This is an optimization exercise on Yosys and OpenROAD, whose aim is small area and a short achievable clock period, not a production implementation. Function was checked by simulation only, so behaviour that the tests miss may differ from the original. Power is estimated from default activity; no workload was simulated.

==> flow/design.v <==
module gemini #(
    parameter [31:0] WRITE_PULSE    = 32'd2,
    parameter [31:0] READ_DELAY     = 32'd3,
    parameter [31:0] WRITE_DELAY    = 32'd1,
    parameter [31:0] HS_TIMEOUT     = 32'd100,
    parameter        HS_ENFORCE     = 1'b0,
    parameter        CAN_INIT_RESET = 1'b1,
    parameter [31:0] IDLE_TO_RESET  = 32'd12
) (
    input  wire        clk,
    input  wire        rst,
    input  wire        rx,
    input  wire        cmd_valid,
    input  wire [39:0] cmd,
    output wire        tx,
    output reg  [2:0]  resp_code,
    output reg  [31:0] resp_data
);
    localparam [1:0] CH_IDLE = 2'd0, CH_ASD = 2'd1, CH_APA = 2'd2, CH_AHT = 2'd3;
    localparam [1:0] FC_WFS = 2'd0, FC_WFD = 2'd1, FC_FE = 2'd2;
    localparam [2:0] R_OK = 3'd0, R_FULL = 3'd1, R_EMPTY = 3'd2, R_BUSY = 3'd3,
                     R_BADARG = 3'd4, R_ILLEGAL = 3'd5;
    localparam [7:0] OP_NOP = 8'h00, OP_SENDBIT = 8'h10, OP_SENDBYTE = 8'h11,
                     OP_HASDATA = 8'h12, OP_RECVBIT = 8'h13, OP_RECVBYTE = 8'h14,
                     OP_PULSE = 8'h15, OP_SETINIT = 8'h16, OP_SETIDLE = 8'h17,
                     OP_HSCLR = 8'h18, OP_BEGIN = 8'h20, OP_SENDSF = 8'h21,
                     OP_FCOMPLETE = 8'h22, OP_GETFRAME = 8'h23, OP_RESETFRAME = 8'h24,
                     OP_FBREAD = 8'h25, OP_FTODET = 8'h26, OP_FTOCNT = 8'h27,
                     OP_FTORESET = 8'h28, OP_STATUS = 8'h30, OP_FSTATUS = 8'h31;
    localparam [6:0] FIFO_CAP = 7'd64;
    localparam [8:0] FB_MAX   = 9'd256;
    reg [63:0] ib_mem, ob_mem;
    reg [5:0]  ib_rd,  ob_rd;
    reg [6:0]  ib_cnt, ob_cnt;
    reg [1:0]  ch_state;
    reg        self_init, frame_end, edge_flag, hs_err;
    reg [31:0] t_last;
    reg        rx_q;
    reg        tx_r;
    reg [31:0] pulse_cnt;
    reg        pulse_final;
    reg        can_init;
    reg [31:0] idle_to;
    reg        fc_en;
    reg [1:0]  fc_state;
    reg [8:0]  fb_len, fb_idx;
    reg        in_sub;
    reg [7:0]  acc;
    reg [3:0]  bitcnt;
    reg [31:0] fto_cnt;
    reg [7:0]  fb [0:255];
    reg [31:0] now;
    assign tx = tx_r;
    reg [63:0] n_ib_mem, n_ob_mem;
    reg [5:0]  n_ib_rd,  n_ob_rd;
    reg [6:0]  n_ib_cnt, n_ob_cnt;
    reg [1:0]  n_ch_state;
    reg        n_self_init, n_frame_end, n_edge_flag, n_hs_err;
    reg [31:0] n_t_last;
    reg        n_rx_q, n_tx;
    reg [31:0] n_pulse_cnt;
    reg        n_pulse_final;
    reg        n_can_init;
    reg [31:0] n_idle_to;
    reg        n_fc_en;
    reg [1:0]  n_fc_state;
    reg [8:0]  n_fb_len, n_fb_idx;
    reg        n_in_sub;
    reg [7:0]  n_acc;
    reg [3:0]  n_bitcnt;
    reg [31:0] n_fto_cnt;
    reg        fb_we;
    reg [7:0]  fb_waddr;
    reg [7:0]  fb_wdata;
    reg        pulse_busy;
    reg [7:0]  op;
    reg [31:0] arg;
    reg [31:0] argmask;
    reg        known;
    reg        ok;
    reg        b;
    reg [8:0]  word9;
    reg [3:0]  nbits;
    reg [7:0]  v;
    reg [31:0] elapsed;
    reg        complete;
    integer    i;
    always @* begin
        n_ib_mem = ib_mem;  n_ib_rd = ib_rd;  n_ib_cnt = ib_cnt;
        n_ob_mem = ob_mem;  n_ob_rd = ob_rd;  n_ob_cnt = ob_cnt;
        n_ch_state = ch_state;
        n_self_init = self_init; n_frame_end = frame_end;
        n_edge_flag = edge_flag; n_hs_err = hs_err;
        n_t_last = t_last;
        n_rx_q = rx_q; n_tx = tx_r;
        n_pulse_cnt = pulse_cnt; n_pulse_final = pulse_final;
        n_can_init = can_init; n_idle_to = idle_to;
        n_fc_en = fc_en; n_fc_state = fc_state;
        n_fb_len = fb_len; n_fb_idx = fb_idx;
        n_in_sub = in_sub; n_acc = acc; n_bitcnt = bitcnt;
        n_fto_cnt = fto_cnt;
        fb_we = 1'b0; fb_waddr = 8'd0; fb_wdata = 8'd0;
        resp_code = R_OK; resp_data = 32'd0;
        op = cmd[39:32]; arg = cmd[31:0];
        argmask = 32'd0; known = 1'b0; ok = 1'b1; b = 1'b0;
        word9 = 9'd0; nbits = 4'd0; v = 8'd0; complete = 1'b0;
        elapsed = now - t_last;
        if (rx && !rx_q) n_edge_flag = 1'b1;
        n_rx_q = rx;
        pulse_busy = (pulse_cnt != 32'd0);
        if (pulse_busy) begin
            n_pulse_cnt = pulse_cnt - 32'd1;
            if (n_pulse_cnt == 32'd0) n_tx = pulse_final;
        end
        if (cmd_valid) begin
            case (op)
                OP_NOP, OP_RECVBIT, OP_RECVBYTE, OP_HSCLR, OP_FCOMPLETE,
                OP_GETFRAME, OP_RESETFRAME, OP_FTODET, OP_FTOCNT,
                OP_FTORESET, OP_STATUS, OP_FSTATUS:
                    begin known = 1'b1; argmask = 32'h0000_0000; end
                OP_SENDBIT, OP_SETINIT:
                    begin known = 1'b1; argmask = 32'h0000_0001; end
                OP_SENDBYTE, OP_SENDSF, OP_HASDATA:
                    begin known = 1'b1; argmask = 32'h0000_00FF; end
                OP_PULSE, OP_SETIDLE:
                    begin known = 1'b1; argmask = 32'hFFFF_FFFF; end
                OP_BEGIN, OP_FBREAD:
                    begin known = 1'b1; argmask = 32'h0000_FFFF; end
                default:
                    begin known = 1'b0; argmask = 32'h0000_0000; end
            endcase
            if (!known || ((arg & ~argmask) != 32'd0)) begin
                resp_code = R_ILLEGAL;
            end else begin
                case (op)
                    OP_SENDBIT: begin
                        if (n_ob_cnt != FIFO_CAP) begin
                            n_ob_mem[n_ob_rd + n_ob_cnt[5:0]] = arg[0];
                            n_ob_cnt = n_ob_cnt + 7'd1;
                        end else begin
                            resp_code = R_FULL;
                        end
                    end
                    OP_SENDBYTE, OP_SENDSF: begin
                        word9 = {1'b1, arg[7:0]};
                        nbits = (op == OP_SENDSF) ? 4'd9 : 4'd8;
                        for (i = 0; i < 9; i = i + 1) begin
                            if (i < nbits) begin
                                b = word9[nbits - 1 - i];
                                if (n_ob_cnt != FIFO_CAP) begin
                                    n_ob_mem[n_ob_rd + n_ob_cnt[5:0]] = b;
                                    n_ob_cnt = n_ob_cnt + 7'd1;
                                end else begin
                                    ok = 1'b0;
                                end
                            end
                        end
                        if (!ok) resp_code = R_FULL;
                    end
                    OP_HASDATA: begin
                        resp_data = ({1'b0, n_ib_cnt} >= arg[7:0]) ? 32'd1 : 32'd0;
                    end
                    OP_RECVBIT: begin
                        if (n_ib_cnt == 7'd0) begin
                            resp_code = R_EMPTY;
                        end else begin
                            resp_data = {31'd0, n_ib_mem[n_ib_rd]};
                            n_ib_rd = n_ib_rd + 6'd1;
                            n_ib_cnt = n_ib_cnt - 7'd1;
                        end
                    end
                    OP_RECVBYTE: begin
                        if (n_ib_cnt < 7'd8) begin
                            resp_code = R_EMPTY;
                        end else begin
                            for (i = 0; i < 8; i = i + 1) begin
                                v = {v[6:0], n_ib_mem[n_ib_rd]};
                                n_ib_rd = n_ib_rd + 6'd1;
                                n_ib_cnt = n_ib_cnt - 7'd1;
                            end
                            resp_data = {24'd0, v};
                        end
                    end
                    OP_PULSE: begin
                        if (pulse_busy) begin
                            resp_code = R_BUSY;
                        end else if (arg[30:0] == 31'd0) begin
                            n_tx = arg[31];
                        end else begin
                            n_tx = 1'b1;
                            n_pulse_cnt = {1'b0, arg[30:0]};
                            n_pulse_final = arg[31];
                        end
                    end
                    OP_SETINIT:  n_can_init = arg[0];
                    OP_SETIDLE:  n_idle_to = arg;
                    OP_HSCLR:    n_hs_err = 1'b0;
                    OP_BEGIN: begin
                        if (arg[15:0] == 16'd0 || arg[15:0] > {7'd0, FB_MAX}) begin
                            resp_code = R_BADARG;
                        end else begin
                            n_fc_en = 1'b1;
                            n_fb_len = arg[8:0];
                            n_fb_idx = 9'd0;
                            n_in_sub = 1'b0; n_bitcnt = 4'd0; n_acc = 8'd0;
                            n_fc_state = FC_WFS;
                        end
                    end
                    OP_FCOMPLETE: begin
                        resp_data = (n_fc_en && n_fb_idx == n_fb_len) ? 32'd1 : 32'd0;
                    end
                    OP_GETFRAME: begin
                        resp_data = {23'd0, n_fb_idx};
                        n_fb_idx = 9'd0;
                    end
                    OP_RESETFRAME: n_fb_idx = 9'd0;
                    OP_FBREAD: begin
                        if (arg[15:0] >= {7'd0, n_fb_len})
                            resp_code = R_BADARG;
                        else
                            resp_data = {24'd0, fb[arg[7:0]]};
                    end
                    OP_FTODET:   resp_data = (n_fto_cnt != 32'd0) ? 32'd1 : 32'd0;
                    OP_FTOCNT:   resp_data = n_fto_cnt;
                    OP_FTORESET: n_fto_cnt = 32'd0;
                    OP_STATUS: begin
                        complete = n_fc_en && (n_fb_idx == n_fb_len);
                        resp_data = {2'b00, n_ob_cnt, n_ib_cnt,
                                     (n_fto_cnt != 32'd0), complete, n_in_sub,
                                     n_fc_state, n_fc_en, n_hs_err, n_can_init,
                                     (n_pulse_cnt != 32'd0), n_rx_q, n_tx,
                                     n_edge_flag, n_frame_end, n_self_init,
                                     n_ch_state};
                    end
                    OP_FSTATUS: begin
                        resp_data = {2'b00, n_acc, n_bitcnt, n_fb_len, n_fb_idx};
                    end
                    default: ;  
                endcase
            end
        end
        if (!pulse_busy && n_pulse_cnt == 32'd0) begin
            case (n_ch_state)
                CH_IDLE: begin
                    if (n_edge_flag) begin
                        n_edge_flag = 1'b0;
                        n_self_init = 1'b0;
                        n_frame_end = 1'b0;
                        n_t_last = now;
                        n_ch_state = CH_ASD;
                    end else if (n_can_init && n_ob_cnt != 7'd0 && n_frame_end) begin
                        b = n_ob_mem[n_ob_rd];
                        n_ob_rd = n_ob_rd + 6'd1;
                        n_ob_cnt = n_ob_cnt - 7'd1;
                        n_tx = 1'b1;
                        n_pulse_cnt = WRITE_PULSE;
                        n_pulse_final = b;
                        n_self_init = 1'b1;
                        n_frame_end = 1'b0;
                        n_t_last = now;
                        n_ch_state = CH_APA;
                    end else if (elapsed >= n_idle_to) begin
                        n_frame_end = 1'b1;
                    end
                end
                CH_ASD: begin
                    if (elapsed >= READ_DELAY) begin
                        if (n_ib_cnt != FIFO_CAP) begin
                            n_ib_mem[n_ib_rd + n_ib_cnt[5:0]] = n_rx_q;
                            n_ib_cnt = n_ib_cnt + 7'd1;
                        end
                        n_t_last = now;
                        if (n_ob_cnt == 7'd0) begin
                            if (!n_self_init) begin
                                n_tx = 1'b1;
                                n_pulse_cnt = WRITE_PULSE;
                                n_pulse_final = 1'b0;
                            end
                            n_ch_state = CH_IDLE;
                        end else begin
                            b = n_ob_mem[n_ob_rd];
                            n_ob_rd = n_ob_rd + 6'd1;
                            n_ob_cnt = n_ob_cnt - 7'd1;
                            n_tx = 1'b1;
                            n_pulse_cnt = WRITE_PULSE;
                            n_pulse_final = b;
                            n_ch_state = CH_APA;
                        end
                    end
                end
                CH_APA: begin
                    if (n_edge_flag) begin
                        n_edge_flag = 1'b0;
                        n_t_last = now;
                        n_ch_state = CH_AHT;
                    end else if (HS_ENFORCE && elapsed >= HS_TIMEOUT) begin
                        n_tx = 1'b0;
                        n_hs_err = 1'b1;
                        n_t_last = now;
                        n_ch_state = CH_IDLE;
                    end
                end
                default: begin  
                    if (elapsed >= WRITE_DELAY) begin
                        n_tx = 1'b0;
                        n_ch_state = CH_ASD;
                    end
                end
            endcase
        end
        if (n_fc_en) begin
            case (n_fc_state)
                FC_WFS: begin
                    if (n_frame_end) begin
                        if (n_ib_cnt != 7'd0) begin
                            n_ib_rd = n_ib_rd + 6'd1;
                            n_ib_cnt = n_ib_cnt - 7'd1;
                        end
                    end else begin
                        n_fb_idx = 9'd0;
                        n_in_sub = 1'b0; n_bitcnt = 4'd0; n_acc = 8'd0;
                        n_fc_state = FC_WFD;
                    end
                end
                FC_WFD: begin
                    if (n_ib_cnt != 7'd0) begin
                        b = n_ib_mem[n_ib_rd];
                        n_ib_rd = n_ib_rd + 6'd1;
                        n_ib_cnt = n_ib_cnt - 7'd1;
                        if (n_fb_idx == n_fb_len) begin
                        end else if (!n_in_sub) begin
                            if (b) begin
                                n_in_sub = 1'b1; n_bitcnt = 4'd0; n_acc = 8'd0;
                            end
                        end else begin
                            n_acc = {n_acc[6:0], b};
                            n_bitcnt = n_bitcnt + 4'd1;
                            if (n_bitcnt == 4'd8) begin
                                fb_we = 1'b1;
                                fb_waddr = n_fb_idx[7:0];
                                fb_wdata = n_acc;
                                n_fb_idx = n_fb_idx + 9'd1;
                                n_in_sub = 1'b0;
                                n_bitcnt = 4'd0;
                            end
                        end
                    end else if (n_frame_end) begin
                        if ((n_in_sub || n_fb_idx != 9'd0) && n_fb_idx < n_fb_len) begin
                            if (n_fto_cnt != 32'hFFFF_FFFF) n_fto_cnt = n_fto_cnt + 32'd1;
                            n_fb_idx = 9'd0;
                            n_in_sub = 1'b0; n_bitcnt = 4'd0; n_acc = 8'd0;
                        end
                        n_fc_state = FC_FE;
                    end
                end
                default: begin  
                    if (n_frame_end) begin
                        if (n_ib_cnt != 7'd0) begin
                            n_ib_rd = n_ib_rd + 6'd1;
                            n_ib_cnt = n_ib_cnt - 7'd1;
                        end
                    end else begin
                        n_fc_state = FC_WFS;
                    end
                end
            endcase
        end
        if (rst) begin
            resp_code = R_OK;
            resp_data = 32'd0;
        end
    end
    always @(posedge clk) begin
        if (rst) begin
            ib_rd <= 6'd0;  ib_cnt <= 7'd0;
            ob_rd <= 6'd0;  ob_cnt <= 7'd0;
            ch_state <= CH_IDLE;
            self_init <= 1'b0; frame_end <= 1'b0;
            edge_flag <= 1'b0; hs_err <= 1'b0;
            t_last <= 32'd0;
            rx_q <= 1'b1;
            tx_r <= 1'b0;
            pulse_cnt <= 32'd0; pulse_final <= 1'b0;
            can_init <= CAN_INIT_RESET;
            idle_to <= IDLE_TO_RESET;
            fc_en <= 1'b0; fc_state <= FC_WFS;
            fb_len <= 9'd0; fb_idx <= 9'd0;
            in_sub <= 1'b0; acc <= 8'd0; bitcnt <= 4'd0;
            fto_cnt <= 32'd0;
            now <= 32'd0;
        end else begin
            ib_rd <= n_ib_rd;  ib_cnt <= n_ib_cnt;
            ob_rd <= n_ob_rd;  ob_cnt <= n_ob_cnt;
            ch_state <= n_ch_state;
            self_init <= n_self_init; frame_end <= n_frame_end;
            edge_flag <= n_edge_flag; hs_err <= n_hs_err;
            t_last <= n_t_last;
            rx_q <= n_rx_q;
            tx_r <= n_tx;
            pulse_cnt <= n_pulse_cnt; pulse_final <= n_pulse_final;
            can_init <= n_can_init;
            idle_to <= n_idle_to;
            fc_en <= n_fc_en; fc_state <= n_fc_state;
            fb_len <= n_fb_len; fb_idx <= n_fb_idx;
            in_sub <= n_in_sub; acc <= n_acc; bitcnt <= n_bitcnt;
            fto_cnt <= n_fto_cnt;
            now <= now + 32'd1;
        end
    end
    always @(posedge clk) begin
        if (!rst) begin
            ib_mem <= n_ib_mem;
            ob_mem <= n_ob_mem;
        end
    end
    always @(posedge clk) begin
        if (!rst && fb_we) fb[fb_waddr] <= fb_wdata;
    end
endmodule
==> flow/run.sh <==
#!/bin/bash
# synth_recipe.tcl (not shown) runs the flow's synth.tcl, then flattens the netlist and writes it again
# the make line also repeats each setting of config.mk as NAME=value (left out here)
make -C /OpenROAD-flow-scripts/flow DESIGN_CONFIG=/design/flow/config.mk WORK_HOME=/design/flow/orfs CLKGATE_MAP_FILE= SYNTH_SCRIPT=/design/flow/synth_recipe.tcl finish
==> flow/config.mk <==
export PLATFORM = sky130hd
export DESIGN_NAME = gemini
export DESIGN_NICKNAME = gemini
export VERILOG_FILES = /design/flow/design.v
export SDC_FILE = /design/flow/constraint.sdc
export NUM_CORES = 4
export LEC_CHECK = 0
export CAP_MARGIN = 20
export CORE_MARGIN = 2
export CORE_UTILIZATION = 40
export SLEW_MARGIN = 20
==> flow/constraint.sdc <==
create_clock -name core_clock -period 15.0 [get_ports {clk}]
set_input_delay 3.0000 -clock core_clock [delete_from_list [all_inputs] [get_ports {clk}]]
set_output_delay 3.0000 -clock core_clock [all_outputs]
set_load 0.01 [all_outputs]
==> run summary <==
## critical path: cells and delay by family, from the launching register on
family                   cells  cell delay, ps
AND/OR/NAND/NOR             17            3580
XOR/XNOR                     6            1620
buffers and inverters       10            1780
AO/OA/AOI/OAI                5            1150
flip-flops                   1             310
adder cells (fa/ha/maj)      9            1860
## layer usage
layer,vias up,wire (um),global-route usage (%)
met3,783,32370,3.942
met2,4143,205100,43.45
li1,37480,-,-
met4,10,24930,13.26
met1,44220,176600,36.16
met5,-,59,0
## worst paths after layout
| kind | start | slack [ps] | endpoint |
|---|---|---|---|
| min | t_last[9] | 450 | t_last[9] |
| max | ob_cnt[0] | 840 | resp_code[0] |
| min reg2reg | t_last[9] | 450 | t_last[9] |
| max reg2reg | ob_cnt[0] | 1640 | pulse_final |
## cells in the final DEF (no fill, tap or decap), types with 54 or more instances in the layout
master,count
clkinv_1,67
a31oi_1,91
xnor2_1,158
and2_1,56
clkdlybuf4s50_1,70
nor3_1,155
a21o_1,66
and3_1,74
nor2_1,1048
nor4_1,64
nand2_1,824
nand4_1,80
edfxtp_1,2176
nand2b_1,65
buf_4,190
mux2i_1,710
xor2_1,129
nor2b_1,54
ha_1,190
a21oi_1,352
clkbuf_16,276
inv_1,188
a22oi_1,113
a221oi_1,143
o211ai_1,61
mux4_2,558
o21ai_0,392
dfxtp_1,222
nand3_1,257
## power by group through the flow
stage               Clock, mW  Combinational (mW)  Sequential (mW)
detailed placement          0                1.11             7.46
global placement            0                1.10             7.46
global route             6.84                1.19             7.32
floorplan                   0               0.712             7.43
CTS                      6.59                1.11             7.32
finish                   6.50                1.13             7.32
## per-stage QoR
stage                     setup WS [ps]  instance area [um^2]
after CTS                         56.24                138200
final                             835.5                138300
after detailed placement          626.1                129500
after global placement             1002                129500
after floorplan                   781.9                123800
after global routing              1.915                138300
## cell families after synthesis
group           Yosys count
compound gates         1724
flops                  2405
simple gates           2918
mux                    1305
fa+ha+maj               202
xor+xnor                317
buf+inv                 782
## timing repair
item                       CTS  global route
setup buffers                0             1
resized for setup            3            11
setup endpoints to repair    1             3
pin swaps                    0             1
## cell type report
type                    instances  area (um^2)
clock inverters               145         1396
well taps                    4120         5155
fillers                     27660       170000
flip-flops and latches       2405        69940
multi-input cells            6466        51210
repair buffers                289         2591
inverters                     202        772.0
clock buffers                 331         7213
diodes                         13        32.53
## state kept, by name, summed over array words and instances, names as in the netlist, 9 cells and up
register	cells
fb_len	9
ob_mem	64
fto_cnt	32
now	32
pulse_cnt	32
t_last	32
idle_to	32
ib_mem	64
fb	2048
fb_idx	9
==> summary.txt <==
post-synthesis register bit count: 2,405
Synth Area in Compound Gates: 9.415%
register share of total power: 49.0%
Non-Filler Instances: 13,970
CTS clk-pin slew, worst paths: 70 ps
Die Span Y: 560.2 um
clk latency of the worst-skew pair: 920 ps
setup TNS: 0 ps
top-count cell post-synth: edfxtp_1
status: no timing/DRC/antenna violations
CTS Buffer Depth: 4
Seq/Total Area, Yosys: 56.50%
WP data required: 12,000 ps
Die ar.: 0.3139 mm^2
number of detailed-routing iterations run before antenna repair: 7
prevailing post-synth register cell: edfxtp_1
fin util: 44.86%
initial antenna violation count: 22
H-tree lvl count: 5
final wirelength: 439.0 mm
Worst Hold Class: reg2reg
Iter 0 DRT Violations: 11,030
synthesized instance count: 9,653
Post-synth EDFFs: 2,176
Least-Margin Pin Slew: 1232 ps
Vias: 86,630
crit start category: flip-flop
main combinational cell family by area after synthesis: multiplexers
NetSw: 3.584 mW
cts bufs inserted: 266
placed cells: 13,480
largest net degree at the start of global routing: 217
Final min period: 14,160 ps
Adder-Cell Fraction of Synth Area: 2.109%
first-pass GRT wire length: 621.0 mm
leading cell types by count after synthesis: 2,176 x edfxtp_1, 1,057 x nor2_1, 825 x nand2_1, 710 x mux2i_1, 558 x mux4_2
GP Congestion: 1.001
Max Fclk: 0.07060 GHz
Hold Crit Depth: 2
cells on worst reg2reg path: 56
Via density: 6.200
static leakage: 41.17 nW
RSZ-0062 raised after global routing: no
final net count: 9,876
# Max-Cap Violations: 0
CP dominant cell by count: ha_1
P per Cell Area: 108.2 mW/mm^2
syn nets: 9,899
routed length per placed instance: 31.42 um
total track usage: 27.12%
Final period util: 94.43%
Critical-path top delay cell: clkdlybuf4s50_1
clock tree sinks: 2,405
Clock Skew: 123.1 ps
Die W: 560.2 um
Cell Rows: 204
Syn Std Cell Area: 0.1238 mm^2
Combinational Power Share: 7.6%
core area: 0.3083 mm^2
critical path arrival: 11,160 ps
vias in the first global route: 83,270
Synth Area per Inst: 12.82 um^2
Yosys warning total: 2
cts hold-fix bufs: 0
CTS root buf: clkbuf_16
Synth Area in Simple Gates: 10.81%
cell-internal power: 11.38 mW
Initial Utilization: 40.14%
final setup fails: 0
VDD IR max: 0.09428 mV
Clock power frac: 43.5%
crit path kind: reg2out
Sw Ratio: 23.96%
Post-DP HPWL: 305.8 mm
Yosys top cell area share: 52.80%
Syn-to-layout area delta: 11.75%
DRC: 0
multiplexer share of the synthesized area: 16.23%
post-synthesis xor/xnor area fraction: 2.504%
largest cells by area after synthesis: edfxtp_1 53%, mux4_2 10%, mux2i_1 5.7%
share of layout cells above drive strength 1: 13.71%
post-route ant nets: 0
total congestion overflow: 0
Design Power: 14.96 mW
Final Slew Violations: 0
crit end category: primary output
synth unique cells: 119
port bufs: 79
asr flop ratio synth: 0%
area leader, netlist: edfxtp_1
final hold viol count: 0
CTS tree: yes
CP max stage delay: 600 ps
max_slew headroom: 17.27%
I/O pin count: 80
Worst Path Max Fanout: 10
WHS: 445.6 ps

separate check: timing with driven ports:
Ports are ideal in the flow. The routed layout listed here was re-timed in OpenROAD. Step 1, drivers: a clkbuf_16 drives clk and a buf_2 each remaining input, both assumed. Step 2 times the ports against the registers' clock, not the clock port: input delays grow and output delays shrink by t, the midpoint of the rising clock arrivals with the driver on. a / b / c = ideal / step 1 / step 2; a / b = the first two.
t (ns): 0.954
slack for setup (ns): 0.835 / 0.744 / 0.508
worst hold slack (ns): 0.446 / 0.446 / 0.446
clock arrival spread, ns: 0.123 / 0.123
cell pins on the clock port's net: 1
After both steps setup and hold are still met in this run. The setup slack of this run moves by -0.091 ns with the drivers and by -0.327 ns with both steps.
